This design comes from an exercise in tuning for small area and a short achievable clock period on the open sky130 flow, not from production work.
RTL that was checked went through simulation tests only; none was proved equivalent to the original.
The RTL of runs 2 to 5 was laid out without a check of its function.
Power is estimated from default activity; no workload was simulated.

==> design.v <==
localparam [2:0] OP_ADD  = 3'd0;
localparam [2:0] OP_NOR  = 3'd1;
localparam [2:0] OP_LW   = 3'd2;
localparam [2:0] OP_SW   = 3'd3;
localparam [2:0] OP_BEQ  = 3'd4;
localparam [2:0] OP_JALR = 3'd5;
localparam [2:0] OP_HALT = 3'd6;
localparam [2:0] OP_NOOP = 3'd7;
localparam [31:0] NOOP_WORD = 32'h01C0_0000;
localparam [1:0] ST_RUNNING = 2'd0;
localparam [1:0] ST_HALTED  = 2'd1;
localparam [1:0] ST_FAULTED = 2'd2;
localparam [2:0] FC_FETCH_ADDR = 3'd1;
localparam [2:0] FC_DATA_ADDR  = 3'd2;
localparam [2:0] FC_JALR       = 3'd4;
module lc2k_core (
    input  wire        clk,
    input  wire        rst,
    output wire [15:0] imem_addr,
    input  wire [31:0] imem_rdata,
    output wire [15:0] dmem_addr,
    output wire        dmem_we,
    output wire [31:0] dmem_wdata,
    input  wire [31:0] dmem_rdata,
    input  wire [2:0]  dbg_reg_addr,
    output wire [31:0] dbg_reg_data,
    output wire [1:0]  status,
    output wire [31:0] cycles,
    output wire [2:0]  fault_code,
    output wire [31:0] fault_info
);
localparam [2:0] OP_ADD  = 3'd0;
localparam [2:0] OP_NOR  = 3'd1;
localparam [2:0] OP_LW   = 3'd2;
localparam [2:0] OP_SW   = 3'd3;
localparam [2:0] OP_BEQ  = 3'd4;
localparam [2:0] OP_JALR = 3'd5;
localparam [2:0] OP_HALT = 3'd6;
localparam [2:0] OP_NOOP = 3'd7;
localparam [31:0] NOOP_WORD = 32'h01C0_0000;
localparam [1:0] ST_RUNNING = 2'd0;
localparam [1:0] ST_HALTED  = 2'd1;
localparam [1:0] ST_FAULTED = 2'd2;
localparam [2:0] FC_FETCH_ADDR = 3'd1;
localparam [2:0] FC_DATA_ADDR  = 3'd2;
localparam [2:0] FC_JALR       = 3'd4;
    reg  [17:0] pc;
    reg  [2:0]  ifid_op, idex_op;       
    reg  [28:0] ifid_d, idex_d;         
    wire [31:0] ifid = {ifid_d[28:22], ifid_op, ifid_d[21:0]};
    wire [31:0] idex = {idex_d[28:22], idex_op, idex_d[21:0]};
    reg  [16:0] idex_pcp1;
    reg  [31:0] ex_res;
    reg  [31:0] ex_sd;
    reg  [2:0]  ex_wdst;        
    reg         ex_lw, ex_sw, ex_jalr, ex_halt, ex_taken;
    reg  [31:0] mw_data;
    reg  [2:0]  mw_wdst;
    reg         mw_halt;
    reg  [31:0] regs [1:7];
    reg  [31:0] cyc;
    reg  [1:0]  st;
    reg         f_mem, f_jalr;
    wire running = (st == ST_RUNNING);
    wire ex_bad  = (ex_lw | ex_sw) & (|ex_res[31:16]);
    wire mem_fault = ex_jalr | ex_bad;
    wire flush   = ex_taken;
    wire [2:0] f_op = ifid[24:22];
    wire [2:0] f_ra = ifid[21:19];
    wire [2:0] f_rb = ifid[18:16];
    wire [2:0] e_op = idex[24:22];
    wire [2:0] e_ra = idex[21:19];
    wire [2:0] e_rb = idex[18:16];
    wire [2:0] e_dst = idex[2:0];
    wire f_uses_a = (f_op == OP_ADD) | (f_op == OP_NOR) | (f_op == OP_LW) |
                    (f_op == OP_SW)  | (f_op == OP_BEQ);
    wire f_uses_b = (f_op == OP_ADD) | (f_op == OP_NOR) |
                    (f_op == OP_SW)  | (f_op == OP_BEQ);
    wire stall = (e_op == OP_LW) &
                 ((f_uses_a & (f_ra == e_rb)) | (f_uses_b & (f_rb == e_rb)));
    wire pc_bad      = pc[17] | pc[16];
    wire fetch_fault = ~flush & ~stall & pc_bad;
    wire fault       = mem_fault | fetch_fault;
    wire commit      = running & ~mw_halt & ~fault;
    wire [2:0] rd_b = running ? e_rb : dbg_reg_addr;
    wire [31:0] rf_a = (e_ra == 3'd0) ? 32'd0 : regs[e_ra];
    wire [31:0] rf_b = (rd_b == 3'd0) ? 32'd0 : regs[rd_b];
    wire fa_ex = (e_ra != 3'd0) & (ex_wdst == e_ra) & ~ex_lw;
    wire fa_mw = (e_ra != 3'd0) & (mw_wdst == e_ra);
    wire fb_ex = (e_rb != 3'd0) & (ex_wdst == e_rb) & ~ex_lw;
    wire fb_mw = (e_rb != 3'd0) & (mw_wdst == e_rb);
    wire [31:0] op_a = fa_ex ? ex_res : fa_mw ? mw_data : rf_a;
    wire [31:0] op_b = fb_ex ? ex_res : fb_mw ? mw_data : rf_b;
    wire e_add  = (e_op == OP_ADD);
    wire e_nor  = (e_op == OP_NOR);
    wire e_lw   = (e_op == OP_LW);
    wire e_sw   = (e_op == OP_SW);
    wire e_beq  = (e_op == OP_BEQ);
    wire e_jalr = (e_op == OP_JALR);
    wire e_halt = (e_op == OP_HALT);
    wire [31:0] add_a = e_beq ? {15'd0, idex_pcp1} : op_a;
    wire [31:0] add_b = e_add ? op_b : {{16{idex[15]}}, idex[15:0]};
    wire [31:0] sum   = add_a + add_b;
    wire [31:0] res_next = e_nor ? ~(op_a | op_b) : e_jalr ? idex : sum;
    always @(posedge clk) begin
        if (!stall)
            ifid_d <= {imem_rdata[31:25], imem_rdata[21:0]};
        idex_d <= ifid_d;
        idex_pcp1   <= pc[16:0];
        if (running & ~mem_fault)
            ex_res <= res_next;
        ex_sd   <= op_b;
        mw_data <= ex_lw ? dmem_rdata : ex_res;
        if (running) begin
            f_mem  <= mem_fault;
            f_jalr <= ex_jalr;
        end
    end
    wire [31:0] rf_wd = rst ? 32'd0 : mw_data;
    integer i;
    always @(posedge clk)
        for (i = 1; i < 8; i = i + 1)
            if (rst || (commit && mw_wdst == i))
                regs[i] <= rf_wd;
    always @(posedge clk) begin
        if (rst) begin
            pc           <= 18'd0;
            ifid_op      <= OP_NOOP;
            idex_op      <= OP_NOOP;
            ex_wdst      <= 3'd0;
            ex_lw        <= 1'b0;
            ex_sw        <= 1'b0;
            ex_jalr      <= 1'b0;
            ex_halt      <= 1'b0;
            ex_taken     <= 1'b0;
            mw_wdst      <= 3'd0;
            mw_halt      <= 1'b0;
            cyc          <= 32'd0;
            st           <= ST_RUNNING;
        end else begin
            if (commit) begin
                if (flush)      pc <= ex_res[17:0];
                else if (!stall) pc <= pc + 18'd1;
                cyc <= cyc + 32'd1;
            end
            if (flush)       ifid_op <= OP_NOOP;
            else if (!stall) ifid_op <= imem_rdata[24:22];
            idex_op <= (flush | stall) ? OP_NOOP : f_op;
            if (flush) begin
                ex_wdst  <= 3'd0;
                ex_lw    <= 1'b0;
                ex_sw    <= 1'b0;
                ex_jalr  <= 1'b0;
                ex_halt  <= 1'b0;
                ex_taken <= 1'b0;
            end else begin
                ex_wdst  <= (e_add | e_nor) ? e_dst : e_lw ? e_rb : 3'd0;
                ex_lw    <= e_lw;
                ex_sw    <= e_sw;
                ex_jalr  <= e_jalr;
                ex_halt  <= e_halt;
                ex_taken <= e_beq & (op_a == op_b);
            end
            mw_wdst <= ex_wdst;
            mw_halt <= ex_halt;
            if (running) begin
                if (mw_halt)    st <= ST_HALTED;
                else if (fault) st <= ST_FAULTED;
            end
        end
    end
    assign imem_addr    = pc[15:0];
    assign dmem_addr    = ex_res[15:0];
    assign dmem_wdata   = ex_sd;
    assign dmem_we      = ex_sw & commit;
    assign dbg_reg_data = rf_b;
    assign status       = st;
    assign cycles       = cyc;
    assign fault_code   = f_mem ? (f_jalr ? FC_JALR : FC_DATA_ADDR) : FC_FETCH_ADDR;
    assign fault_info   = f_mem ? ex_res : {{14{pc[17]}}, pc};
endmodule
==> run.sh <==
#!/bin/bash
# synth_recipe.tcl (not shown) runs the flow's synth.tcl, then flattens the netlist and writes it again
# the make line also repeats each setting of config.mk as NAME=value (left out here)
make -C /OpenROAD-flow-scripts/flow DESIGN_CONFIG=/design/flow/config.mk WORK_HOME=/design/flow/orfs CLKGATE_MAP_FILE= SYNTH_SCRIPT=/design/flow/synth_recipe.tcl finish
==> config.mk <==
export PLATFORM = sky130hd
export DESIGN_NAME = lc2k_core
export DESIGN_NICKNAME = lc2k_core
export VERILOG_FILES = /design/flow/design.v
export SDC_FILE = /design/flow/constraint.sdc
export NUM_CORES = 4
export LEC_CHECK = 0
export CAP_MARGIN = 20
export CORE_MARGIN = 2
export CORE_UTILIZATION = 40
export PLACE_DENSITY = 0.6
export SLEW_MARGIN = 20
==> constraint.sdc <==
create_clock -name core_clock -period 8.0 [get_ports {clk}]
set_input_delay 1.6000 -clock core_clock [delete_from_list [all_inputs] [get_ports {clk}]]
set_output_delay 1.6000 -clock core_clock [all_outputs]
set_load 0.01 [all_outputs]
==> run_results.csv, run 1 <==
group,metric,value,unit
setup_path,cp.required,8.44,ns
routing,drt_iter0_drc,2046,
clock_tree,cts_resized,0,
timing,fin_crit_sh,0.856,
die,num_rows,90,
setup_path,r2r-end,"ex_res[22]",
timing,grt_setup_unrepaired,"no",
setup_path,critical_path_class,"input port to register",
setup_path,crit_family,"compound AO/OA/AOI/OAI gates",
placement,post-dp-hpwl,60.5,mm
synthesis,avgSynthCellArea,10.8,um^2
routing,wl_per_cell,27.5,um
setup_path,startpoint_type,"input port",
routing,drc,0,
setup_path,ff2ff_setup_slack,1.41,ns
synthesis,synth_most_common_cell,"edfxtp_1",
worst_hold_path,whs_path_depth,0,
clock_tree,cts_buffer_depth,3,
job,max-cap-violations,0,
clock_tree,worstSkewPairLatency,0.62,ns
pwr,power_leakage,0.0109,uW
timing,finalSetupViolations,0,
timing,fmax,146,MHz
worst_hold_path,whs_endpoint,"idex_d[12]",
die,die_w,250,um
setup_path,path_cells,"clkdlybuf4s50_1 -> o21a_1 -> nor2_4 -> mux2_2 -> a221oi_1 -> a21oi_1 -> mux2_2 -> mux2i_4 -> o21ai_1 -> ha_1 -> nand2_1 -> nor3b_1 -> nor4_1 -> o21ai_1 -> a31oi_1 -> o21ai_0 -> nor4b_1 -> a211oi_1",
clock_tree,clkTransAtPathRegs,0.06,ns
routing,dr.pass1.iters,6,
placement,dp.cells,3113,
synthesis,yosysUniqueCellTypes,102,
synthesis,synth_top_cell_area_share,0.357,
clock_tree,cts_setup_buffers,0,
die,io_pins,235,
status,status,"timing/DRC/antenna clean",
synthesis,synth_top_area_cell,"edfxtp_1",
clock_tree,cts-root-buf,"clkbuf_16",
setup_path,slowest_delay,0.75,ns
synthesis,ys.flop_type,"edfxtp_1",
pwr,design_power_total,7850,uW
clock_tree,numCtsBuffers,52,
clock_tree,htreeDepth,2,
worst_hold_path,hp-start,"ifid_d[12]",
timing,finalSetupTns,0,ns
synthesis,syn_nets,2367,
timing,hold_violations,0,
finish,nets,2520,
synthesis,ys_ff_latch,467,
setup_path,cp.arrival,7.29,ns
routing,antenna_left,0,
finish,layoutNonFillerInstCount,3209,
die,die-height,250,um
placement,place_area,27000,um^2
routing,routed_via_density,6.09,
clock_tree,cts_tree,"yes",
worst_hold_path,holdCritPathClass,"register to register",
synthesis,yosys_warnings,34,
placement,io_buffers,234,
global_routing,grt-ovfl-total,0,
die,start_util,0.403,
finish,stdcell_area,28800,um^2
global_routing,grt_pass1_wl,128,mm
setup_path,crit_buf_inv,1,
pwr,p_per_area,273,nW/um^2
setup_path,timing.rr.start,"st[0]",
synthesis,synth_edf_count,287,
placement,place.gp.congestion,0.932,
setup_path,r2r_cells,19,
global_routing,grt_usage,0.275,
pwr,ir_drop,174,uV
synthesis,ys_top_cells_by_count,"287 x edfxtp_1, 193 x nand2_1, 180 x dfxtp_1",
finish,final_layout_size_suffix_gt1_frac,0.130,
die,die_area,62400,um^2
timing,period_needed,6.85,ns
global_routing,antenna_found_initial,1,
routing,routed_wl,88.3,mm
finish,area_growth,19.2,%
setup_path,cp_slowest_cell,"nor2_4",
routing,vias,19527,
timing,tightestPinTransition,1.14,ns
timing,report.final.slew_viol_count,0,
global_routing,grt_max_degree,57,
clock_tree,cts.sinks,467,
clock_tree,hold_buffers,0,
timing,fin_skew,0.0263,ns
global_routing,grt_pass1_vias,19274,
synthesis,synthCells,2232,
synthesis,yosys-top-cells-area,"edfxtp_1 36%, dfxtp_1 15%, mux2_2 4.2%",
synthesis,syn_area,24200,um^2
die,core,60000,um^2
finish,diodes,0,
timing,slew_headroom,0.238,
synthesis,yosysSeqAreaShare,0.506,
synthesis,async_reset_ff_frac,0,
setup_path,endpoint_kind,"register",
setup_path,crit_fanout,24,
stage by stage:
| stage | setup WS, ns | utilization | hold WS, ns |
|---|---|---|---|
| after floorplan | 2.26 | - | 0.323 |
| after global placement | 0.868 | 0.450 | 0.327 |
| after detailed placement | 0.819 | 0.450 | 0.327 |
| after CTS | 1.42 | 0.480 | 0.335 |
| after global routing | 0.921 | 0.480 | 0.345 |
| final | 1.15 | 0.480 | 0.334 |
worst max path at each step:
stage                     slack [ns]    endpoint  cells after the start            start
final                           1.15  ex_res[31]                     18  dbg_reg_addr[2]
after global routing            0.92  ex_res[19]                     18  dbg_reg_addr[2]
after CTS                       1.42  ex_res[31]                     18  dbg_reg_addr[2]
after detailed placement        0.82  ex_res[19]                     18  dbg_reg_addr[2]
after global placement          0.87  ex_res[22]                     18  dbg_reg_addr[2]
after floorplan                 2.26  ex_res[28]                     20  dbg_reg_addr[2]
power breakdown:
group	switching (uW)	leakage, uW	total [uW]	internal, uW
sequential	437	0.00443	3460	3030
clock	1010	0.000883	2510	1500
combinational	1040	0.00556	1880	834
total	2490	0.0109	7850	5360
flip-flops by register name, indices dropped and copies added (netlist names), 2 cells and up:
signal	cells
cyc	32
ex_res	32
ex_sd	32
ex_wdst	3
idex_d	29
idex_op	3
idex_pcp1	17
ifid_d	29
ifid_op	3
mw_data	32
mw_wdst	3
pc	18
regs	224
st	2
cells by family after synthesis:
kind of cell / Yosys count / share of synthesized area
flip-flops: 467 / 0.506
AND/OR/NAND/NOR: 575 / 0.117
XOR/XNOR: 57 / 0.0207
buffers and inverters: 243 / 0.0483
multiplexers: 207 / 0.105
AO/OA/AOI/OAI: 617 / 0.170
adder cells (fa/ha/maj): 66 / 0.0345
cells in the final DEF (no fill, tap or decap), types with 18 or more instances in the layout:
cell type,netlist,routed
a221oi_1,18,18
a21o_1,32,32
xnor2_1,30,30
mux4_2,19,19
o211ai_1,26,26
mux2i_1,81,80
edfxtp_1,287,287
ha_1,65,65
clkdlybuf4s50_1,0,233
a21oi_1,135,135
o21ai_1,27,27
xor2_1,27,27
o21ai_0,158,157
nand2b_1,21,21
clkbuf_16,0,58
nand2_1,193,193
dfxtp_1,180,175
and3_1,28,28
a211oi_1,39,39
mux2_2,90,90
nand3_1,40,40
nor2b_1,58,57
a22oi_1,18,18
inv_1,58,58
nor2_1,131,130
buf_4,42,48
layout make-up:
cell class              count  area, um^2
clock buffers              71        1560
inverters                  60         226
repair buffers            282        2710
multi-input cells        1522       10900
clock inverters            25         241
fillers                  5504       31200
well taps                 782         978
flip-flops and latches    467       12200
metal layers:
layer,global-route usage,vias up,part of all wire
met4,0.130,0,0.052
met3,0.0600,199,0.093
li1,-,8649,-
met1,0.365,9613,0.41
met5,0,-,0
met2,0.428,1066,0.44
==> run 2, diff against run 1 <==
--- a/design.v
+++ b/design.v
@@ -54,8 +54,6 @@
     reg  [31:0] ex_sd;
     reg  [2:0]  ex_wdst;        
     reg         ex_lw, ex_sw, ex_jalr, ex_halt, ex_taken;
-    reg  [31:0] mw_data;
-    reg  [2:0]  mw_wdst;
     reg         mw_halt;
     reg  [31:0] regs [1:7];
     reg  [31:0] cyc;
@@ -82,15 +80,21 @@
     wire fetch_fault = ~flush & ~stall & pc_bad;
     wire fault       = mem_fault | fetch_fault;
     wire commit      = running & ~mw_halt & ~fault;
-    wire [2:0] rd_b = running ? e_rb : dbg_reg_addr;
-    wire [31:0] rf_a = (e_ra == 3'd0) ? 32'd0 : regs[e_ra];
-    wire [31:0] rf_b = (rd_b == 3'd0) ? 32'd0 : regs[rd_b];
+    function [31:0] rf_read(input [2:0] a, input [32*7-1:0] r);
+        integer k;
+        begin
+            rf_read = 32'd0;
+            for (k = 1; k < 8; k = k + 1)
+                rf_read = rf_read | ({32{a == k}} & r[32*(k-1) +: 32]);
+        end
+    endfunction
+    wire [32*7-1:0] rf_all = {regs[7], regs[6], regs[5], regs[4], regs[3], regs[2], regs[1]};
+    wire [31:0] rf_a = rf_read(e_ra, rf_all);
+    wire [31:0] rf_b = rf_read(e_rb, rf_all);
     wire fa_ex = (e_ra != 3'd0) & (ex_wdst == e_ra) & ~ex_lw;
-    wire fa_mw = (e_ra != 3'd0) & (mw_wdst == e_ra);
     wire fb_ex = (e_rb != 3'd0) & (ex_wdst == e_rb) & ~ex_lw;
-    wire fb_mw = (e_rb != 3'd0) & (mw_wdst == e_rb);
-    wire [31:0] op_a = fa_ex ? ex_res : fa_mw ? mw_data : rf_a;
-    wire [31:0] op_b = fb_ex ? ex_res : fb_mw ? mw_data : rf_b;
+    wire [31:0] op_a = fa_ex ? ex_res : rf_a;
+    wire [31:0] op_b = fb_ex ? ex_res : rf_b;
     wire e_add  = (e_op == OP_ADD);
     wire e_nor  = (e_op == OP_NOR);
     wire e_lw   = (e_op == OP_LW);
@@ -101,26 +105,42 @@
     wire [31:0] add_a = e_beq ? {15'd0, idex_pcp1} : op_a;
     wire [31:0] add_b = e_add ? op_b : {{16{idex[15]}}, idex[15:0]};
     wire [31:0] sum   = add_a + add_b;
-    wire [31:0] res_next = e_nor ? ~(op_a | op_b) : e_jalr ? idex : sum;
+    wire [31:0] res_next = fetch_fault ? {{14{pc[17]}}, pc} :
+                           e_nor ? ~(op_a | op_b) : e_jalr ? idex : sum;
+    wire        eq = (op_a == op_b);
+    wire [2:0] i_op = imem_rdata[24:22];
+    wire [2:0] i_ra = imem_rdata[21:19];
+    wire [2:0] i_rb = imem_rdata[18:16];
+    wire i_uses_a = (i_op == OP_ADD) | (i_op == OP_NOR) | (i_op == OP_LW) |
+                    (i_op == OP_SW)  | (i_op == OP_BEQ);
+    wire i_uses_b = (i_op == OP_ADD) | (i_op == OP_NOR) |
+                    (i_op == OP_SW)  | (i_op == OP_BEQ);
+    wire nx_mem_fault = ~flush & (e_jalr | ((e_lw | e_sw) & (|sum[31:16])));
+    wire nx_flush     = ~flush & e_beq & eq;
+    wire nx_stall     = ~flush & ~stall & (f_op == OP_LW) &
+                        ((i_uses_a & (i_ra == f_rb)) | (i_uses_b & (i_rb == f_rb)));
+    wire nx_pc_bad    = flush ? (ex_res[17] | ex_res[16]) :
+                        stall ? pc_bad : (pc[15:0] == 16'hFFFF);
+    wire nx_fault     = nx_mem_fault | (~nx_flush & ~nx_stall & nx_pc_bad);
     always @(posedge clk) begin
         if (!stall)
             ifid_d <= {imem_rdata[31:25], imem_rdata[21:0]};
         idex_d <= ifid_d;
         idex_pcp1   <= pc[16:0];
-        if (running & ~mem_fault)
+        if (running & ~mem_fault)    
             ex_res <= res_next;
         ex_sd   <= op_b;
-        mw_data <= ex_lw ? dmem_rdata : ex_res;
         if (running) begin
             f_mem  <= mem_fault;
             f_jalr <= ex_jalr;
         end
     end
-    wire [31:0] rf_wd = rst ? 32'd0 : mw_data;
+    wire [31:0] rf_wd = rst ? 32'd0 : ex_lw ? dmem_rdata : ex_res;
+    wire        rf_we = commit & ~nx_fault;
     integer i;
     always @(posedge clk)
         for (i = 1; i < 8; i = i + 1)
-            if (rst || (commit && mw_wdst == i))
+            if (rst || (rf_we && ex_wdst == i))
                 regs[i] <= rf_wd;
     always @(posedge clk) begin
         if (rst) begin
@@ -133,7 +153,6 @@
             ex_jalr      <= 1'b0;
             ex_halt      <= 1'b0;
             ex_taken     <= 1'b0;
-            mw_wdst      <= 3'd0;
             mw_halt      <= 1'b0;
             cyc          <= 32'd0;
             st           <= ST_RUNNING;
@@ -159,9 +178,8 @@
                 ex_sw    <= e_sw;
                 ex_jalr  <= e_jalr;
                 ex_halt  <= e_halt;
-                ex_taken <= e_beq & (op_a == op_b);
+                ex_taken <= e_beq & eq;
             end
-            mw_wdst <= ex_wdst;
             mw_halt <= ex_halt;
             if (running) begin
                 if (mw_halt)    st <= ST_HALTED;
@@ -173,9 +191,9 @@
     assign dmem_addr    = ex_res[15:0];
     assign dmem_wdata   = ex_sd;
     assign dmem_we      = ex_sw & commit;
-    assign dbg_reg_data = rf_b;
+    assign dbg_reg_data = rf_read(dbg_reg_addr, rf_all);
     assign status       = st;
     assign cycles       = cyc;
     assign fault_code   = f_mem ? (f_jalr ? FC_JALR : FC_DATA_ADDR) : FC_FETCH_ADDR;
-    assign fault_info   = f_mem ? ex_res : {{14{pc[17]}}, pc};
+    assign fault_info   = ex_res;
 endmodule
--- a/config.mk
+++ b/config.mk
@@ -9,4 +9,5 @@
 export CORE_MARGIN = 2
 export CORE_UTILIZATION = 40
 export PLACE_DENSITY = 0.6
+export SETUP_SLACK_MARGIN = 3.8
 export SLEW_MARGIN = 20
==> run_results.csv, run 2 <==
group,metric,value,unit
status,status,"timing/DRC/antenna clean",
synthesis,syn_nets,2443,
timing,fin_crit_sh,0.791,
routing,routed_via_density,6.44,
die,die_area,62000,um^2
setup_path,crit_end,"regs[7][22]",
timing,fin_skew,0.0418,ns
setup_path,startpoint_type,"register",
die,num_rows,89,
timing,finalSetupViolations,0,
routing,drc,0,
routing,antenna_left,0,
synthesis,ys_top_cells_by_count,"287 x edfxtp_1, 241 x o21ai_0, 207 x nor2_1",
synthesis,async_reset_ff_frac,0,
synthesis,ys.flop_type,"edfxtp_1",
clock_tree,cts-root-buf,"clkbuf_16",
global_routing,grt_max_degree,54,
setup_path,crit_fanout,13,
clock_tree,cts.sinks,432,
global_routing,grt-ovfl-total,0,
finish,nets,2907,
synthesis,syn_area,24000,um^2
setup_path,endpoint_kind,"register",
finish,n_fill_cell,4841,
synthesis,synthCells,2308,
finish,final_layout_size_suffix_gt1_frac,0.296,
placement,place.gp.congestion,0.993,
synthesis,yosysUniqueCellTypes,75,
routing,drt-met1-wl,40.4,mm
routing,wl_met2,47.2,mm
finish,layoutNonFillerInstCount,3586,
routing,drt_iter0_drc,3886,
clock_tree,cts_buffer_depth,3,
job,max-cap-violations,0,
finish,area_growth,41.7,%
synthesis,yosys_warnings,2,
die,start_util,0.406,
clock_tree,numCtsBuffers,49,
die,core,59100,um^2
timing,grt_setup_unrepaired,"yes",
synthesis,avgSynthCellArea,10.4,um^2
placement,io_buffers,234,
timing,period_needed,6.32,ns
synthesis,synth_top_cell_area_share,0.359,
routing,wl_per_cell,29.9,um
setup_path,startpoint,"idex_d[21]",
global_routing,antenna_found_initial,4,
global_routing,grt_pass1_vias,21326,
timing,hold_violations,0,
setup_path,critical_path_class,"register to register",
timing,report.final.slew_viol_count,0,
die,die-height,249,um
routing,met3_length,14.0,mm
setup_path,r2r_cells,24,
synthesis,yosysSeqAreaShare,0.480,
finish,most-common-layout-cells,"287 x edfxtp_1, 209 x buf_4, 199 x nor2_1, 197 x clkdlybuf4s50_1, 189 x nand2_1",
global_routing,grt_pass1_wl,148,mm
setup_path,cp.arrival,6.66,ns
synthesis,synth_edf_count,287,
synthesis,yosys-top-cells-area,"edfxtp_1 36%, dfxtp_1 12%, mux2i_1 5.3%",
finish,largest_reg_flops,224,
placement,post-dp-hpwl,65.2,mm
routing,highest_layer,"met5",
clock_tree,worstSkewPairLatency,0.63,ns
setup_path,r2r-end,"regs[7][22]",
pwr,power_leakage,0.0133,uW
die,io_pins,235,
worst_hold_path,holdCritPathClass,"register to register",
timing,finalSetupTns,0,ns
timing,fmax,158,MHz
setup_path,cp.required,8.33,ns
routing,dr.pass1.iters,7,
clock_tree,hold_buffers,0,
synthesis,synth_most_common_cell,"edfxtp_1",
routing,routed_wl,107,mm
setup_path,timing.rr.start,"idex_d[21]",
clock_tree,clkTransAtPathRegs,0.06,ns
synthesis,synth_top_area_cell,"edfxtp_1",
finish,final_common_cell,"edfxtp_1",
setup_path,ff2ff_setup_slack,1.68,ns
timing,tightestPinTransition,1.09,ns
finish,top_register,"regs",
timing,slew_headroom,0.272,
pwr,ir_drop,165,uV
pwr,p_per_area,234,nW/um^2
placement,dp.cells,3184,
clock_tree,htreeDepth,2,
global_routing,grt_usage,0.322,
synthesis,ys_ff_latch,432,
die,die_w,249,um
routing,vias,23096,
clock_tree,cts_tree,"yes",
run 2: cell count changes after synthesis, moves of 29 or more:
cell	previous run	this run
nor2_1	131	207
mux2i_1	81	126
a221oi_1	18	48
dfxtp_1	180	145
o21ai_0	158	241
buf_2	36	7
clkbuf_1	93	126
a22oi_1	18	47
a211oi_1	39	10
run 2: per-layer routing:
| metal | GRT usage | vias to the layer above |
|---|---|---|
| li1 | - | 9619 |
| met1 | 0.421 | 11201 |
| met2 | 0.497 | 1831 |
| met3 | 0.0963 | 439 |
| met4 | 0.138 | 6 |
| met5 | 0 | - |
run 2: power breakdown:
part | internal [uW] | switching [uW]
registers | 2770 | 374
logic | 1180 | 1360
clock network | 1310 | 970
run 2: layout make-up:
type / count / area [um^2] / share of cell area
Clock buffer: 72 / 1430 / 0.0419
Multi-Input combinational cell: 1636 / 12800 / 0.376
Tap cell: 773 / 967 / 0.0285
Inverter: 47 / 180 / 0.00530
Timing Repair Buffer: 606 / 6880 / 0.202
Sequential cell: 432 / 11600 / 0.340
Antenna cell: 1 / 2.50 / 0.0000736
Clock inverter: 19 / 183 / 0.00537
run 2: worst min path at each step:
stage,startpoint,to,slack (ns),cells after the start
floorplan,ifid_d[0],idex_d[0],0.32,0
CTS,ifid_d[6],idex_d[6],0.34,0
detailed placement,ifid_d[6],idex_d[6],0.33,0
finish,ifid_d[7],idex_d[7],0.34,0
global route,ifid_d[1],idex_d[1],0.35,0
global placement,ifid_d[14],idex_d[14],0.32,0
run 2: kinds of logic (layout without fill, tap and decap cells):
kind of cell             after synthesis  after routing  share of synthesized area
XOR/XNOR                              72             72                     0.0263
AO/OA/AOI/OAI                        628            628                      0.170
multiplexers                         240            240                      0.127
AND/OR/NAND/NOR                      629            630                      0.119
buffers and inverters                241            744                     0.0431
adder cells (fa/ha/maj)               66             66                     0.0347
flip-flops                           432            432                      0.480
other                                  0              1                          0
run 2: timing repair:
item,in CTS,in global routing
setup endpoints to repair,284,278
endpoints found under the hold margin,0,0
buffers inserted,184,85
resized for setup,488,163
pin swaps,104,112
cloned,31,10
run 2: stage by stage:
step / worst slack [ns] / cell area (um^2) / util / hold WS (ns) / power [uW]
after floorplan: 2.06 / 24500 / - / 0.323 / 4070
after global placement: 1.17 / 27300 / 0.461 / 0.324 / 5020
after detailed placement: 1.07 / 27300 / 0.461 / 0.329 / 5030
after CTS: 2.03 / 32400 / 0.548 / 0.337 / 7650
after global routing: 1.65 / 34000 / 0.575 / 0.349 / 8180
final: 1.68 / 34000 / 0.575 / 0.336 / 7960
run 2: critical path: stages, from the launching register on:
cell,delay [ns]
dfxtp_4,0.45
buf_12,0.19
nor2_1,0.15
a22o_1,0.28
a222oi_1,0.68
nand2_1,0.20
o21ai_2,0.12
o21ai_1,0.10
ha_1,0.37
and2_4,0.17
and3_4,0.21
o2111ai_4,0.14
a2111oi_4,0.47
buf_4,0.21
o21ai_2,0.07
xnor2_1,0.17
nand4bb_1,0.21
or4_1,0.41
or4_4,0.53
buf_12,0.17
buf_12,0.12
o21ai_4,0.14
buf_12,0.17
buf_12,0.11
buf_16,0.15
==> run 3, diff against run 2 <==
--- a/config.mk
+++ b/config.mk
@@ -5,9 +5,10 @@
 export SDC_FILE = /design/flow/constraint.sdc
 export NUM_CORES = 4
 export LEC_CHECK = 0
+export ABC_AREA = 1
 export CAP_MARGIN = 20
 export CORE_MARGIN = 2
 export CORE_UTILIZATION = 40
 export PLACE_DENSITY = 0.6
-export SETUP_SLACK_MARGIN = 3.8
+export SETUP_SLACK_MARGIN = 3.0
 export SLEW_MARGIN = 20
==> run_results.csv, run 3 <==
group,metric,value,unit
status,status,"timing/DRC/antenna clean",
finish,regArea,11600,um^2
placement,post-dp-hpwl,70.8,mm
pwr,power_leakage,0.0134,uW
global_routing,grt_use_met1,0.457,
clock_tree,numCtsBuffers,49,
global_routing,grt_pass1_wl,154,mm
pwr,ir_drop,204,uV
die,die_area,61400,um^2
global_routing,grt_max_degree,61,
global_routing,grt_pass1_vias,23045,
clock_tree,cts_buffer_depth,3,
timing,report.final.slew_viol_count,0,
job,max-cap-violations,0,
setup_path,cp.required,6.40,ns
synthesis,avgSynthCellArea,8.43,um^2
clock_tree,clkTransAtPathRegs,0.06,ns
finish,most-common-layout-cells,"445 x nand2_1, 338 x inv_1, 287 x edfxtp_1, 205 x nor2_1, 198 x clkdlybuf4s50_1",
synthesis,syn_area,23800,um^2
timing,grt_setup_unrepaired,"yes",
setup_path,startpoint_type,"input port",
setup_path,slowest_delay,0.29,ns
synthesis,yosys_warnings,2,
timing,fin_skew,0.0425,ns
finish,layoutNonFillerInstCount,4043,
routing,vias,25135,
worst_hold_path,holdCritPathClass,"register to register",
timing,fin_crit_sh,0.633,
die,die_w,248,um
synthesis,async_reset_ff_frac,0,
die,io_pins,235,
setup_path,path_cells,"buf_2 -> inv_4 -> nor3_2 -> buf_4 -> inv_2 -> buf_12 -> buf_8 -> o22ai_1 -> a221oi_1 -> o21ai_0 -> a21oi_1 -> o21ai_1 -> dlygate4sd2_1",
timing,finalSetupTns,0,ns
synthesis,ys_top_cells_by_count,"498 x nand2_1, 359 x inv_1, 287 x edfxtp_1",
finish,final_common_cell,"nand2_1",
clock_tree,worstSkewPairLatency,0.64,ns
clock_tree,cts-root-buf,"clkbuf_16",
setup_path,critical_path_class,"input port to output port",
finish,largest_reg_flops,224,
routing,wl_per_cell,28.3,um
synthesis,yosysSeqAreaShare,0.485,
timing,fmax,197,MHz
setup_path,cp.arrival,3.47,ns
worst_hold_path,whs_path_depth,0,
synthesis,yosysUniqueCellTypes,51,
finish,top_register,"regs",
global_routing,met3_usage,0.0878,
routing,routed_via_density,6.22,
global_routing,grt-ovfl-total,0,
die,num_rows,89,
finish,nets,3365,
synthesis,synth_edf_count,287,
timing,hold_violations,0,
finish,n_fill_cell,5190,
routing,dr.pass1.iters,7,
timing,finalSetupViolations,0,
pwr,p_per_area,281,nW/um^2
setup_path,cp_slowest_cell,"dlygate4sd2_1",
synthesis,synth_top_cell_area_share,0.363,
global_routing,grt_busiest_layer,"met2",
setup_path,endpoint_kind,"output port",
setup_path,r2r_cells,28,
global_routing,met2_usage,0.516,
synthesis,synth_top_area_cell,"edfxtp_1",
finish,final_layout_size_suffix_gt1_frac,0.226,
timing,period_needed,5.07,ns
finish,area_growth,38.9,%
die,die-height,248,um
placement,io_buffers,234,
placement,place.gp.congestion,1.04,
clock_tree,cts_tree,"yes",
pwr,design_power_total,9270,uW
clock_tree,cts.sinks,432,
setup_path,crit_fanout,6,
routing,antenna_left,0,
synthesis,ys_ff_latch,432,
die,core,58900,um^2
global_routing,antenna_found_initial,1,
synthesis,yosys-top-cells-area,"edfxtp_1 36%, dfxtp_1 12%, nand2_1 7.9%",
synthesis,synth_most_common_cell,"nand2_1",
timing,slew_headroom,0.425,
die,start_util,0.403,
synthesis,synthCells,2818,
synthesis,ys.flop_type,"edfxtp_1",
synthesis,syn_nets,2953,
timing,tightestPinTransition,0.853,ns
routing,drc,0,
routing,drt_iter0_drc,3729,
finish,diodes,0,
routing,routed_wl,115,mm
clock_tree,htreeDepth,2,
finish,multi_input_area,11800,um^2
placement,dp.cells,3728,
global_routing,grt_usage,0.347,
==> run 3: cell types whose count changed after synthesis, moves of 31 or more <==
cell,previous run,this run
clkbuf_1,126,88
mux2i_1,126,0
nand3_1,50,109
a22oi_1,47,10
inv_1,47,359
mux2_2,70,0
nor2b_1,52,0
a21oi_1,124,178
mux4_2,44,0
nor2_1,207,238
o22ai_1,11,130
nand2_1,203,498
a221oi_1,48,91
==> run 3: repair_timing <==
item,in CTS,in global routing
buffers inserted,93,96
gates resized for setup,303,381
pin swaps,38,91
hold buffers,0,0
cloned,12,22
hold endpoints to repair,0,0
endpoints found under the setup margin,262,247
==> run 3: through the flow <==
step           worst slack (ns)  cell area [um^2]  hold slack [ns]  utilization
2_1_floorplan              3.37             23800            0.323            -
3_3_place_gp               1.64             26900            0.328        0.456
3_5_place_dp               1.64             26900            0.329        0.456
4_1_cts                    2.94             30300            0.337        0.515
5_1_grt                    2.88             33000            0.348        0.560
6_report                   2.93             33000            0.337        0.560
==> run 3: report_power, final <==
part | switching, uW | internal [uW]
clock network | 972 | 1340
registers | 512 | 2970
logic | 2140 | 1330
==> run 3: kinds of logic (layout without fill, tap and decap cells) <==
group                      after synthesis  after routing  synth area share
and+or+nand+nor                        990            996             0.179
xor gates and xnor gates                51             51            0.0188
buffers and inverters                  539            985            0.0931
DFF                                    432            432             0.485
adders and majority gates               66             66            0.0351
AOI/OAI and AO/OA                      740            740             0.189
==> run 3: area by class of cell <==
class,instances,share of cell area
clock buffer,67,0.0417
clock inverter,24,0.00804
inverter,386,0.0485
multi-input combinational,1853,0.358
sequential,432,0.350
tap,773,0.0293
timing repair buffer,507,0.164
timing repair inverter,1,0.000228
==> run 3: worst max-delay path: cells and delay by family <==
| kind | cells | cell delay (ns) |
|---|---|---|
| buffers and inverters | 7 | 1.04 |
| AOI/OAI and AO/OA | 5 | 0.77 |
| and+or+nand+nor | 1 | 0.04 |
==> run 3: metal layers <==
layer | wire (um) | vias to the layer above | part of all wire
met5 | 0 | - | 0
li1 | - | 10755 | -
met1 | 42900 | 11813 | 0.37
met3 | 15700 | 463 | 0.14
met2 | 48200 | 2104 | 0.42
met4 | 7790 | 0 | 0.068
==> run 3: final timing paths <==
check	startpoint	slack (ns)	endpoint
min reg2reg	ifid_d[28]	0.34	idex_d[28]
max	dbg_reg_addr[0]	2.93	dbg_reg_data[21]
max reg2reg	idex_d[17]	2.99	regs[2][30]
min	ifid_d[28]	0.34	idex_d[28]
==> run 4, diff against run 3 <==
--- a/design.v
+++ b/design.v
@@ -54,13 +54,14 @@
     reg  [31:0] ex_sd;
     reg  [2:0]  ex_wdst;        
     reg         ex_lw, ex_sw, ex_jalr, ex_halt, ex_taken;
+    reg         ex_bad;         
+    reg         stall;          
     reg         mw_halt;
     reg  [31:0] regs [1:7];
     reg  [31:0] cyc;
     reg  [1:0]  st;
     reg         f_mem, f_jalr;
     wire running = (st == ST_RUNNING);
-    wire ex_bad  = (ex_lw | ex_sw) & (|ex_res[31:16]);
     wire mem_fault = ex_jalr | ex_bad;
     wire flush   = ex_taken;
     wire [2:0] f_op = ifid[24:22];
@@ -70,12 +71,6 @@
     wire [2:0] e_ra = idex[21:19];
     wire [2:0] e_rb = idex[18:16];
     wire [2:0] e_dst = idex[2:0];
-    wire f_uses_a = (f_op == OP_ADD) | (f_op == OP_NOR) | (f_op == OP_LW) |
-                    (f_op == OP_SW)  | (f_op == OP_BEQ);
-    wire f_uses_b = (f_op == OP_ADD) | (f_op == OP_NOR) |
-                    (f_op == OP_SW)  | (f_op == OP_BEQ);
-    wire stall = (e_op == OP_LW) &
-                 ((f_uses_a & (f_ra == e_rb)) | (f_uses_b & (f_rb == e_rb)));
     wire pc_bad      = pc[17] | pc[16];
     wire fetch_fault = ~flush & ~stall & pc_bad;
     wire fault       = mem_fault | fetch_fault;
@@ -104,7 +99,15 @@
     wire e_halt = (e_op == OP_HALT);
     wire [31:0] add_a = e_beq ? {15'd0, idex_pcp1} : op_a;
     wire [31:0] add_b = e_add ? op_b : {{16{idex[15]}}, idex[15:0]};
-    wire [31:0] sum   = add_a + add_b;
+    wire [16:0] sum_lo = {1'b0, add_a[15:0]} + {1'b0, add_b[15:0]};
+    wire [15:0] sum_hi = add_a[31:16] + add_b[31:16] + {15'd0, sum_lo[16]};
+    wire [31:0] sum    = {sum_hi, sum_lo[15:0]};
+    wire a_hi_0 = (op_a[31:16] == 16'h0000);
+    wire a_hi_1 = (op_a[31:16] == 16'h0001);
+    wire a_hi_f = (op_a[31:16] == 16'hFFFF);
+    wire hi_zero = idex[15] ? (sum_lo[16] ? a_hi_0 : a_hi_1)
+                            : (sum_lo[16] ? a_hi_f : a_hi_0);
+    wire addr_bad = ~hi_zero;
     wire [31:0] res_next = fetch_fault ? {{14{pc[17]}}, pc} :
                            e_nor ? ~(op_a | op_b) : e_jalr ? idex : sum;
     wire        eq = (op_a == op_b);
@@ -115,7 +118,8 @@
                     (i_op == OP_SW)  | (i_op == OP_BEQ);
     wire i_uses_b = (i_op == OP_ADD) | (i_op == OP_NOR) |
                     (i_op == OP_SW)  | (i_op == OP_BEQ);
-    wire nx_mem_fault = ~flush & (e_jalr | ((e_lw | e_sw) & (|sum[31:16])));
+    wire nx_bad       = ~flush & (e_lw | e_sw) & addr_bad;
+    wire nx_mem_fault = (~flush & e_jalr) | nx_bad;
     wire nx_flush     = ~flush & e_beq & eq;
     wire nx_stall     = ~flush & ~stall & (f_op == OP_LW) &
                         ((i_uses_a & (i_ra == f_rb)) | (i_uses_b & (i_rb == f_rb)));
@@ -153,6 +157,8 @@
             ex_jalr      <= 1'b0;
             ex_halt      <= 1'b0;
             ex_taken     <= 1'b0;
+            ex_bad       <= 1'b0;
+            stall        <= 1'b0;
             mw_halt      <= 1'b0;
             cyc          <= 32'd0;
             st           <= ST_RUNNING;
@@ -180,6 +186,8 @@
                 ex_halt  <= e_halt;
                 ex_taken <= e_beq & eq;
             end
+            ex_bad <= nx_bad;
+            stall  <= nx_stall;
             mw_halt <= ex_halt;
             if (running) begin
                 if (mw_halt)    st <= ST_HALTED;
--- a/config.mk
+++ b/config.mk
@@ -10,5 +10,5 @@
 export CORE_MARGIN = 2
 export CORE_UTILIZATION = 40
 export PLACE_DENSITY = 0.6
-export SETUP_SLACK_MARGIN = 3.0
+export SETUP_SLACK_MARGIN = 3.3
 export SLEW_MARGIN = 20
==> run_results.csv, run 4 <==
group,metric,value,unit
synthesis,yosys-top-cells-area,"edfxtp_1 37%, dfxtp_1 13%, nand2_1 5.9%",
global_routing,grt_pass1_wl,142,mm
synthesis,syn_nets,2760,
clock_tree,clkTransAtPathRegs,0.06,ns
global_routing,grt_use_met1,0.430,
synthesis,syn_area,23100,um^2
global_routing,grt-ovfl-total,0,
synthesis,async_reset_ff_frac,0,
routing,drt_iter0_drc,3836,
timing,report.final.slew_viol_count,0,
global_routing,grt_pass1_vias,21715,
synthesis,synth_edf_count,287,
die,num_rows,88,
pwr,ir_drop,190,uV
routing,dr.pass1.iters,9,
worst_hold_path,holdCritPathClass,"register to register",
die,die_w,244,um
die,start_util,0.403,
setup_path,crit_family,"compound AO/OA/AOI/OAI gates",
synthesis,synth_top_cell_area_share,0.373,
synthesis,ys.flop_type,"edfxtp_1",
routing,routed_wl,101,mm
finish,finish.utilization,0.538,
timing,finalSetupTns,0,ns
timing,tightestPinTransition,1.11,ns
timing,fmax,192,MHz
clock_tree,cts_tree,"yes",
synthesis,ys_top_cells_by_count,"362 x nand2_1, 303 x inv_1, 287 x edfxtp_1",
timing,fin_crit_sh,0.650,
clock_tree,worstSkewPairLatency,0.62,ns
timing,period_needed,5.20,ns
placement,place.gp.congestion,0.956,
clock_tree,cts_buffer_depth,3,
global_routing,antenna_found_initial,1,
job,max-cap-violations,0,
routing,drc,0,
timing,finalSetupViolations,0,
setup_path,critical_path_class,"register to register",
synthesis,synth.mux.area_fraction,0,
die,io_pins,235,
global_routing,met2_usage,0.482,
timing,grt_setup_unrepaired,"yes",
clock_tree,cts.sinks,434,
finish,final_common_cell,"nand2_1",
synthesis,synth_top_area_cell,"edfxtp_1",
setup_path,slowest_delay,0.45,ns
die,die-height,244,um
synthesis,avgSynthCellArea,8.81,um^2
setup_path,cp_slowest_cell,"dfxtp_4",
routing,vias,23348,
finish,n_fill_cell,5125,
finish,top_register,"regs",
synthesis,yosysUniqueCellTypes,56,
finish,diodes,0,
global_routing,grt_max_degree,58,
setup_path,endpoint_kind,"register",
synthesis,synth_most_common_cell,"nand2_1",
setup_path,path_common_cell,"nand2_1",
placement,post-dp-hpwl,64.3,mm
synthesis,synthAdderAreaFrac,0.0372,
global_routing,grt_busiest_layer,"met2",
pwr,p_per_area,246,nW/um^2
timing,slew_headroom,0.253,
synthesis,synth_xor_area_frac,0.0125,
setup_path,crit_buf_inv,4,
synthesis,yosysSeqAreaShare,0.500,
routing,antenna_left,0,
synthesis,yosys_warnings,2,
status,status,"timing/DRC/antenna clean",
setup_path,crit_fanout,10,
clock_tree,cts-root-buf,"clkbuf_16",
setup_path,cp.arrival,5.52,ns
finish,final_layout_size_suffix_gt1_frac,0.193,
setup_path,cp.required,8.32,ns
timing,hold_violations,0,
synthesis,yosys.area_share.simple,0.179,
synthesis,synth_top_family_by_area,"compound AO/OA/AOI/OAI gates",
routing,wl_per_cell,26.7,um
pwr,power_leakage,0.0125,uW
finish,nets,3116,
routing,routed_via_density,6.17,
placement,io_buffers,234,
synthesis,ys_ff_latch,434,
clock_tree,numCtsBuffers,48,
die,core,57400,um^2
global_routing,met3_usage,0.0787,
finish,most-common-layout-cells,"347 x nand2_1, 287 x edfxtp_1, 279 x inv_1, 214 x nor2_1, 199 x clkdlybuf4s50_1",
clock_tree,htreeDepth,2,
timing,fin_skew,0.0380,ns
finish,area_growth,33.4,%
synthesis,synthCells,2624,
synthesis,synth_compound_area_frac,0.182,
finish,largest_reg_flops,224,
die,die_area,59700,um^2
setup_path,startpoint_type,"register",
global_routing,grt_usage,0.317,
## run 4: changes by cell type in the layout (fill, tap and decap cells not counted), sizes merged, moves of 17 or more
cell,previous run,this run
nand2,502,374
nand4,39,112
inv,370,305
o22ai,130,83
nor2,250,231
nor3,50,33
## run 4: layout make-up
class,instances,area (um^2),share of cell area
tap,765,957,0.0310
multi-input combinational,1706,10600,0.342
timing repair inverter,2,20.0,0.000649
clock buffer,63,1330,0.0432
inverter,320,1370,0.0443
timing repair buffer,468,4700,0.152
clock inverter,26,314,0.0102
sequential,434,11600,0.376
## run 4: per-stage QoR
stage | setup WS [ns] | hold WS [ns] | power (uW) | std cells | area (um^2)
6_report | 2.80 | 0.336 | 7580 | 3784 | 30800
5_1_grt | 2.56 | 0.336 | 7830 | 3784 | 30800
4_1_cts | 2.88 | 0.339 | 7360 | 3731 | 29700
3_5_place_dp | 1.62 | 0.327 | 4880 | 3515 | 26100
3_3_place_gp | 1.73 | 0.325 | 4880 | 3515 | 26100
2_1_floorplan | 3.25 | 0.323 | 3970 | 2624 | 23300
## run 4: kinds of logic (layout without fill, tap and decap cells)
kind of cell	count (synthesis)	count (layout)
flops	434	434
simple gates	911	912
xor+xnor	33	33
compound gates	694	694
fa+ha+maj	67	67
buf+inv	485	879
## run 4: metal layers
metal  up-vias  routed length, um  share of wire
met5         -                  0              0
met4         0               5560          0.055
met3       382              13300           0.13
met2      1774              43600           0.43
met1     11094              38500           0.38
li1      10098                  -              -
## run 4: worst paths after layout
| kind | start | endpoint | slack (ns) | cells after the start |
|---|---|---|---|---|
| setup / recovery | idex_d[20] | ex_res[26] | 2.80 | 29 |
| hold reg to reg | ifid_d[3] | idex_d[3] | 0.34 | 0 |
| hold / removal | ifid_d[3] | idex_d[3] | 0.34 | 0 |
| setup reg to reg | idex_d[20] | ex_res[26] | 2.80 | 29 |
## run 4: power breakdown
group          leakage [uW]  switching (uW)  internal (uW)  total [uW]
Clock              0.000798             964           1380        2340
Combinational       0.00759            1260            853        2110
Sequential          0.00415             328           2800        3130
## run 4: what timing repair did
action                                  4_1_cts  5_1_grt
hold buffers                                  0        0
setup buffers                               117       41
pin swaps                                    42       58
endpoints found under the setup margin      282      269
gates cloned                                 10       11
gates resized for setup                     371      166
==> run 5, diff against run 4 <==
--- a/config.mk
+++ b/config.mk
@@ -8,7 +8,8 @@
 export ABC_AREA = 1
 export CAP_MARGIN = 20
 export CORE_MARGIN = 2
-export CORE_UTILIZATION = 40
-export PLACE_DENSITY = 0.6
-export SETUP_SLACK_MARGIN = 3.3
+export CORE_UTILIZATION = 55
+export PLACE_DENSITY = 0.7
+export SETUP_SLACK_MARGIN = 3.5
 export SLEW_MARGIN = 20
+export TNS_END_PERCENT = 10
==> run_results.csv, run 5 <==
group,metric,value,unit
pwr,p_per_area,253,nW/um^2
synthesis,synthCells,2624,
routing,wl_per_cell,27.4,um
routing,drc,0,
routing,routed_wl,96.0,mm
clock_tree,hold_buffers,0,
pwr,intPower,5030,uW
synthesis,avgSynthCellArea,8.81,um^2
die,start_util,0.555,
setup_path,endpoint_kind,"register",
synthesis,ys_top_cells_by_count,"362 x nand2_1, 303 x inv_1, 287 x edfxtp_1",
timing,final.setup.worst_slack,2.81,ns
routing,antenna_left,0,
finish,most-common-layout-cells,"355 x nand2_1, 287 x edfxtp_1, 280 x inv_1, 217 x nor2_1, 207 x clkdlybuf4s50_1",
worst_hold_path,holdCritPathClass,"register to register",
finish,largest_reg_flops,224,
synthesis,syn_area,23100,um^2
routing,routed_via_density,6.74,
die,core,41700,um^2
placement,post-dp-hpwl,59.8,mm
timing,fin_crit_sh,0.648,
timing,tightestPinTransition,1.14,ns
die,die-height,209,um
clock_tree,htreeDepth,2,
synthesis,syn_nets,2760,
finish,final_common_cell,"nand2_1",
timing,slew_headroom,0.242,
setup_path,crit_fanout,34,
setup_path,startpoint_type,"register",
finish,nets,3062,
placement,place.gp.congestion,0.987,
synthesis,ys.flop_type,"edfxtp_1",
clock_tree,cts_buffer_depth,3,
synthesis,synth_most_common_cell,"nand2_1",
clock_tree,cts-root-buf,"clkbuf_16",
routing,vias,23643,
setup_path,cp_slowest_cell,"dfxtp_4",
synthesis,yosys_warnings,2,
timing,fmax,193,MHz
synthesis,synth_top_cell_area_share,0.373,
global_routing,grt_pass1_vias,22213,
status,status,"timing/DRC/antenna clean",
timing,report.final.slew_viol_count,0,
die,io_pins,235,
routing,dr.pass1.iters,12,
synthesis,yosysSeqAreaShare,0.500,
setup_path,critical_path_class,"register to register",
job,max-cap-violations,0,
finish,top_register,"regs",
synthesis,yosysUniqueCellTypes,56,
setup_path,path_common_cell,"nand2_1",
global_routing,grt_max_degree,51,
setup_path,cp.required,8.32,ns
placement,io_buffers,234,
clock_tree,cts_tree,"yes",
timing,fin_skew,0.0341,ns
placement,pre_cts_slack,1.69,ns
global_routing,grt-ovfl-total,0,
global_routing,antenna_found_initial,4,
finish,final_layout_size_suffix_gt1_frac,0.155,
setup_path,slowest_delay,0.43,ns
pwr,switching_share,0.331,
pwr,power_leakage,0.0121,uW
pwr,seqPwrFrac,0.416,
pwr,pwr-share-clk,0.318,
synthesis,synth_top_area_cell,"edfxtp_1",
pwr,p_comb_frac,0.266,
timing,finalSetupViolations,0,
timing,period_needed,5.19,ns
clock_tree,numCtsBuffers,48,
global_routing,grt_pass1_wl,138,mm
setup_path,cp.arrival,5.51,ns
die,num_rows,75,
timing,hold_violations,0,
clock_tree,worstSkewPairLatency,0.62,ns
pwr,ir_drop,204,uV
die,die_area,43700,um^2
synthesis,synth_edf_count,287,
die,die_w,209,um
clock_tree,clkTransAtPathRegs,0.06,ns
timing,grt_setup_unrepaired,"yes",
finish,area_growth,28.7,%
synthesis,async_reset_ff_frac,0,
pwr,power.switching,2490,uW
routing,drt_iter0_drc,4240,
timing,finalSetupTns,0,ns
synthesis,ys_ff_latch,434,
clock_tree,cts.sinks,434,
synthesis,yosys-top-cells-area,"edfxtp_1 37%, dfxtp_1 13%, nand2_1 5.9%",
global_routing,grt_usage,0.425,
## run 5: cell counts after synthesis
Identical to the previous run, type by type.
## run 5: power by group through the flow
stage | logic [uW] | clock network, uW | registers [uW]
6_report | 2000 | 2390 | 3120
5_1_grt | 2110 | 2480 | 3130
4_1_cts | 1830 | 2390 | 3090
3_5_place_dp | 1720 | 0 | 3120
3_3_place_gp | 1700 | 0 | 3120
2_1_floorplan | 937 | 0 | 3030
## run 5: cell families (layout without fill, tap and decap cells)
kind of cell / Yosys count / after routing / synth area share
compound gates: 694 / 694 / 0.182
xor+xnor: 33 / 33 / 0.0125
fa+ha+maj: 67 / 67 / 0.0372
buf+inv: 485 / 825 / 0.0885
flops: 434 / 434 / 0.500
other cells: 0 / 2 / 0
simple gates: 911 / 912 / 0.179
## run 5: through the flow
step           hold slack, ns  area (um^2)   util  power [uW]  cells
2_1_floorplan           0.323        23300      -        3970   2624
3_3_place_gp            0.326        25800  0.620        4820   3281
3_5_place_dp            0.327        25800  0.620        4840   3281
4_1_cts                 0.341        29100  0.697        7310   3467
5_1_grt                 0.347        29700  0.714        7720   3506
6_report                0.340        29700  0.714        7510   3506
## run 5: cell type report
| cell class | instances | area [um^2] |
|---|---|---|
| flip-flops and latches | 434 | 11600 |
| clock buffers | 70 | 1400 |
| repair inverters | 2 | 16.3 |
| inverters | 320 | 1330 |
| clock inverters | 19 | 302 |
| well taps | 539 | 674 |
| repair buffers | 414 | 4140 |
| multi-input cells | 1706 | 10300 |
| diodes | 2 | 5.00 |
| fillers | 3130 | 11900 |
## run 5: worst max-delay path: cells and delay by family, from the launching register on
kind | cells | cell delay (ns)
buffers and inverters | 5 | 0.71
AND/OR/NAND/NOR | 11 | 1.09
AO/OA/AOI/OAI | 10 | 1.56
flip-flops | 1 | 0.43
adder cells (fa/ha/maj) | 3 | 1.10
## run 5: layer usage
layer | part of all wire | wire [um] | track usage
met3 | 0.16 | 15100 | 0.159
met2 | 0.42 | 40400 | 0.624
met4 | 0.065 | 6270 | 0.218
met5 | 0 | 0 | 0
met1 | 0.36 | 34200 | 0.549
## run 5: final timing paths
| check | from | endpoint | slack, ns | depth (start not counted) |
|---|---|---|---|---|
| max | idex_d[20] | ex_res[26] | 2.81 | 29 |
| min | ifid_d[11] | idex_d[11] | 0.34 | 0 |
| max reg2reg | idex_d[20] | ex_res[26] | 2.81 | 29 |
| min reg2reg | ifid_d[11] | idex_d[11] | 0.34 | 0 |
## run 5: repair_timing
item                                   in CTS  in global routing
setup buffers                              88                 36
setup endpoints to repair                 284                275
cloned                                      9                  1
endpoints found under the hold margin       0                  0
pin swaps                                  41                 33
resized for setup                         240                 95
==> run 6, diff against run 5 <==
--- a/design.v
+++ b/design.v
@@ -99,14 +99,13 @@
     wire e_halt = (e_op == OP_HALT);
     wire [31:0] add_a = e_beq ? {15'd0, idex_pcp1} : op_a;
     wire [31:0] add_b = e_add ? op_b : {{16{idex[15]}}, idex[15:0]};
-    wire [16:0] sum_lo = {1'b0, add_a[15:0]} + {1'b0, add_b[15:0]};
-    wire [15:0] sum_hi = add_a[31:16] + add_b[31:16] + {15'd0, sum_lo[16]};
-    wire [31:0] sum    = {sum_hi, sum_lo[15:0]};
+    wire [31:0] sum    = add_a + add_b;
+    wire        c16    = sum[16] ^ add_a[16] ^ add_b[16];    
     wire a_hi_0 = (op_a[31:16] == 16'h0000);
     wire a_hi_1 = (op_a[31:16] == 16'h0001);
     wire a_hi_f = (op_a[31:16] == 16'hFFFF);
-    wire hi_zero = idex[15] ? (sum_lo[16] ? a_hi_0 : a_hi_1)
-                            : (sum_lo[16] ? a_hi_f : a_hi_0);
+    wire hi_zero = idex[15] ? (c16 ? a_hi_0 : a_hi_1)
+                            : (c16 ? a_hi_f : a_hi_0);
     wire addr_bad = ~hi_zero;
     wire [31:0] res_next = fetch_fault ? {{14{pc[17]}}, pc} :
                            e_nor ? ~(op_a | op_b) : e_jalr ? idex : sum;
--- a/config.mk
+++ b/config.mk
@@ -8,8 +8,7 @@
 export ABC_AREA = 1
 export CAP_MARGIN = 20
 export CORE_MARGIN = 2
-export CORE_UTILIZATION = 55
-export PLACE_DENSITY = 0.7
-export SETUP_SLACK_MARGIN = 3.5
+export CORE_UTILIZATION = 40
+export PLACE_DENSITY = 0.6
+export SETUP_SLACK_MARGIN = 3.3
 export SLEW_MARGIN = 20
-export TNS_END_PERCENT = 10
==> run_results.csv, run 6 <==
group,metric,value,unit
status,status,"timing/DRC/antenna clean",
setup_path,startpoint_type,"register",
finish,final_common_cell,"nand2_1",
synthesis,avgSynthCellArea,8.68,um^2
die,core,57900,um^2
clock_tree,cts_tree,"yes",
placement,io_buffers,234,
synthesis,yosysSeqAreaShare,0.492,
synthesis,ys_top_cells_by_count,"392 x nand2_1, 318 x inv_1, 287 x edfxtp_1",
synthesis,async_reset_ff_frac,0,
placement,post-dp-hpwl,63.1,mm
pwr,p_per_area,248,nW/um^2
worst_hold_path,holdCritPathClass,"register to register",
global_routing,grt_pass1_wl,146,mm
timing,fmax,212,MHz
clock_tree,worstSkewPairLatency,0.64,ns
timing,period_needed,4.72,ns
global_routing,grt-ovfl-total,0,
finish,nets,3232,
clock_tree,cts.sinks,434,
finish,n_fill_cell,5057,
routing,routed_via_density,6.18,
finish,most-common-layout-cells,"376 x nand2_1, 302 x inv_1, 287 x edfxtp_1, 238 x nor2_1, 198 x clkdlybuf4s50_1",
global_routing,grt_pass1_vias,22375,
clock_tree,cts-root-buf,"clkbuf_16",
routing,routed_wl,104,mm
setup_path,slowest_delay,0.42,ns
worst_hold_path,hp-start,"ifid_d[0]",
setup_path,path_cells,"inv_2 -> nand3_1 -> buf_12 -> clkinv_1 -> buf_12 -> buf_4 -> a221oi_1 -> nand3_1 -> o21ai_2 -> ha_1 -> nor4_2 -> nand2_1 -> nor3_2 -> nand4_1 -> a41oi_4 -> buf_4 -> nand3_2 -> nand2_4 -> clkbuf_16",
setup_path,crit_fanout,16,
die,start_util,0.406,
synthesis,synthCells,2708,
global_routing,antenna_found_initial,3,
clock_tree,numCtsBuffers,50,
setup_path,cp.required,8.33,ns
synthesis,syn_area,23500,um^2
routing,vias,24139,
setup_path,timing.rr.start,"idex_d[18]",
placement,place_area,26400,um^2
clock_tree,htreeDepth,2,
routing,drt_iter0_drc,3991,
die,die-height,246,um
setup_path,endpoint_kind,"register",
setup_path,critical_path_class,"register to register",
setup_path,cp_slowest_cell,"dfxtp_4",
timing,report.final.slew_viol_count,0,
routing,wl_per_cell,26.7,um
pwr,power_leakage,0.0131,uW
synthesis,yosys-top-cells-area,"edfxtp_1 37%, dfxtp_1 13%, nand2_1 6.3%",
timing,fin_skew,0.0338,ns
global_routing,grt_usage,0.326,
synthesis,syn_nets,2843,
job,max-cap-violations,0,
finish,finish.utilization,0.554,
synthesis,synth_top_cell_area_share,0.367,
die,io_pins,235,
routing,dr.pass1.iters,10,
finish,stdcell_area,32100,um^2
timing,finalSetupTns,0,ns
synthesis,yosys_warnings,2,
finish,multi_input_area,11100,um^2
synthesis,synth_top_area_cell,"edfxtp_1",
clock_tree,clkTransAtPathRegs,0.06,ns
timing,slew_headroom,0.228,
timing,tightestPinTransition,1.16,ns
setup_path,startpoint,"idex_d[18]",
clock_tree,hold_buffers,0,
die,die_w,246,um
synthesis,synth_edf_count,287,
synthesis,ys.flop_type,"edfxtp_1",
finish,final_layout_size_suffix_gt1_frac,0.209,
synthesis,yosysUniqueCellTypes,62,
finish,largest_reg_flops,224,
timing,finalSetupViolations,0,
setup_path,crit_family,"simple AND/OR/NAND/NOR gates",
synthesis,ys_ff_latch,434,
pwr,design_power_total,7960,uW
global_routing,grt_max_degree,50,
setup_path,crit_buf_inv,7,
placement,place.gp.congestion,0.959,
finish,diodes,0,
die,die_area,60700,um^2
die,num_rows,88,
setup_path,cp.arrival,5.05,ns
clock_tree,cts_buffer_depth,3,
finish,top_register,"regs",
timing,hold_violations,0,
pwr,ir_drop,211,uV
finish,area_growth,36.4,%
routing,drc,0,
routing,antenna_left,0,
synthesis,synth_most_common_cell,"nand2_1",
timing,grt_setup_unrepaired,"yes",
finish,regArea,11600,um^2
timing,fin_crit_sh,0.590,
-- run 6: changes by cell type in the layout (fill, tap and decap cells not counted), sizes merged, moves of 9 or more --
cell,before,now
inv,299,330
o22ai,83,97
nor2,231,254
nand4,112,95
buf,182,268
o221ai,7,16
o211ai,18,8
clkbuf,71,80
a22oi,22,13
nand2,374,400
dlygate4sd2,20,2
clkdlybuf4s50,207,198
-- run 6: layer usage --
metal | part of all wire | up-vias | GRT usage
li1 | - | 10410 | -
met1 | 0.37 | 11245 | 0.427
met2 | 0.43 | 1993 | 0.493
met3 | 0.14 | 487 | 0.0980
met4 | 0.058 | 4 | 0.150
met5 | 0.00022 | - | 0
-- run 6: area by class of cell --
| class | instances | share of cell area |
|---|---|---|
| clock inverters | 30 | 0.00917 |
| repair inverters | 4 | 0.000975 |
| inverters | 345 | 0.0442 |
| well taps | 765 | 0.0298 |
| clock buffers | 64 | 0.0436 |
| repair buffers | 493 | 0.165 |
| multi-input cells | 1769 | 0.345 |
| flip-flops and latches | 434 | 0.361 |
-- run 6: cells by family (layout without fill, tap and decap cells) --
logic type | after synthesis | after routing | synth area share
AOI/OAI and AO/OA | 703 | 703 | 0.181
xor gates and xnor gates | 45 | 45 | 0.0168
adders and majority gates | 66 | 66 | 0.0354
buffers and inverters | 511 | 936 | 0.0918
DFF | 434 | 434 | 0.492
and+or+nand+nor | 949 | 955 | 0.183
-- run 6: where the power goes --
group          internal, uW  leakage, uW  switching (uW)
logic                   944      0.00809            1410
clock network          1380     0.000816            1010
registers              2850      0.00415             369
-- run 6: worst paths after layout --
check	end	slack [ns]	depth (start not counted)
worst max-delay path	regs[2][2]	3.28	19
worst min-delay path	idex_d[0]	0.34	0
worst max register to register	regs[2][2]	3.28	19
worst min register to register	idex_d[0]	0.34	0
-- run 6: timing repair --
action | CTS | global route
buffers inserted | 87 | 97
gates resized for setup | 372 | 220
pin swaps | 32 | 71
gates cloned | 25 | 8
endpoints found under the setup margin | 284 | 267
-- run 6: metrics by stage --
stage	std cells	hold WS (ns)	worst slack (ns)
floorplan	2708	0.323	3.46
global placement	3592	0.327	1.67
detailed placement	3592	0.327	1.69
CTS	3798	0.340	3.12
global route	3904	0.344	3.21
finish	3904	0.339	3.28

==> afterwards: timing with drivers on the ports <==
The flow's constraints put no driver on any port. The routed layouts listed below were extracted and timed again, unchanged, in two steps. Step 1 assumes that a clkbuf_16 drives the clock port and a buf_2 every other input. Step 2, shift: input delay + t, output delay - t, t = (earliest + latest rising clock arrival at the registers) / 2. This alone moves slack from input paths to output paths. Slacks: ideal / step 1 / step 2; pairs: ideal / step 1.
run | shift t [ns] | setup slack, ns | hold slack, ns | worst setup path after step 2 | worst register clock-pin slew, ns
run 1 | 0.661 | 1.150 / 1.166 / 0.505 | 0.334 / 0.334 / 0.334 | input to register | 0.07 / 0.07
run 2 | 0.675 | 1.675 / 1.675 / 1.675 | 0.336 / 0.336 / 0.336 | register to register | 0.07 / 0.07
run 3 | 0.683 | 2.933 / 2.900 / 2.900 | 0.337 / 0.337 / 0.337 | input to output | 0.07 / 0.07
run 4 | 0.660 | 2.796 / 2.796 / 2.796 | 0.336 / 0.336 / 0.336 | register to register | 0.07 / 0.07
run 5 | 0.657 | 2.814 / 2.814 / 2.814 | 0.340 / 0.340 / 0.340 | register to register | 0.06 / 0.06
run 6 | 0.692 | 3.279 / 3.230 / 3.230 | 0.339 / 0.339 / 0.339 | input to output | 0.07 / 0.07
After both steps setup and hold are still met in every run listed. For run 1, which loses most, drivers alone change the setup slack by +0.016 ns; drivers and shift together by -0.645 ns.
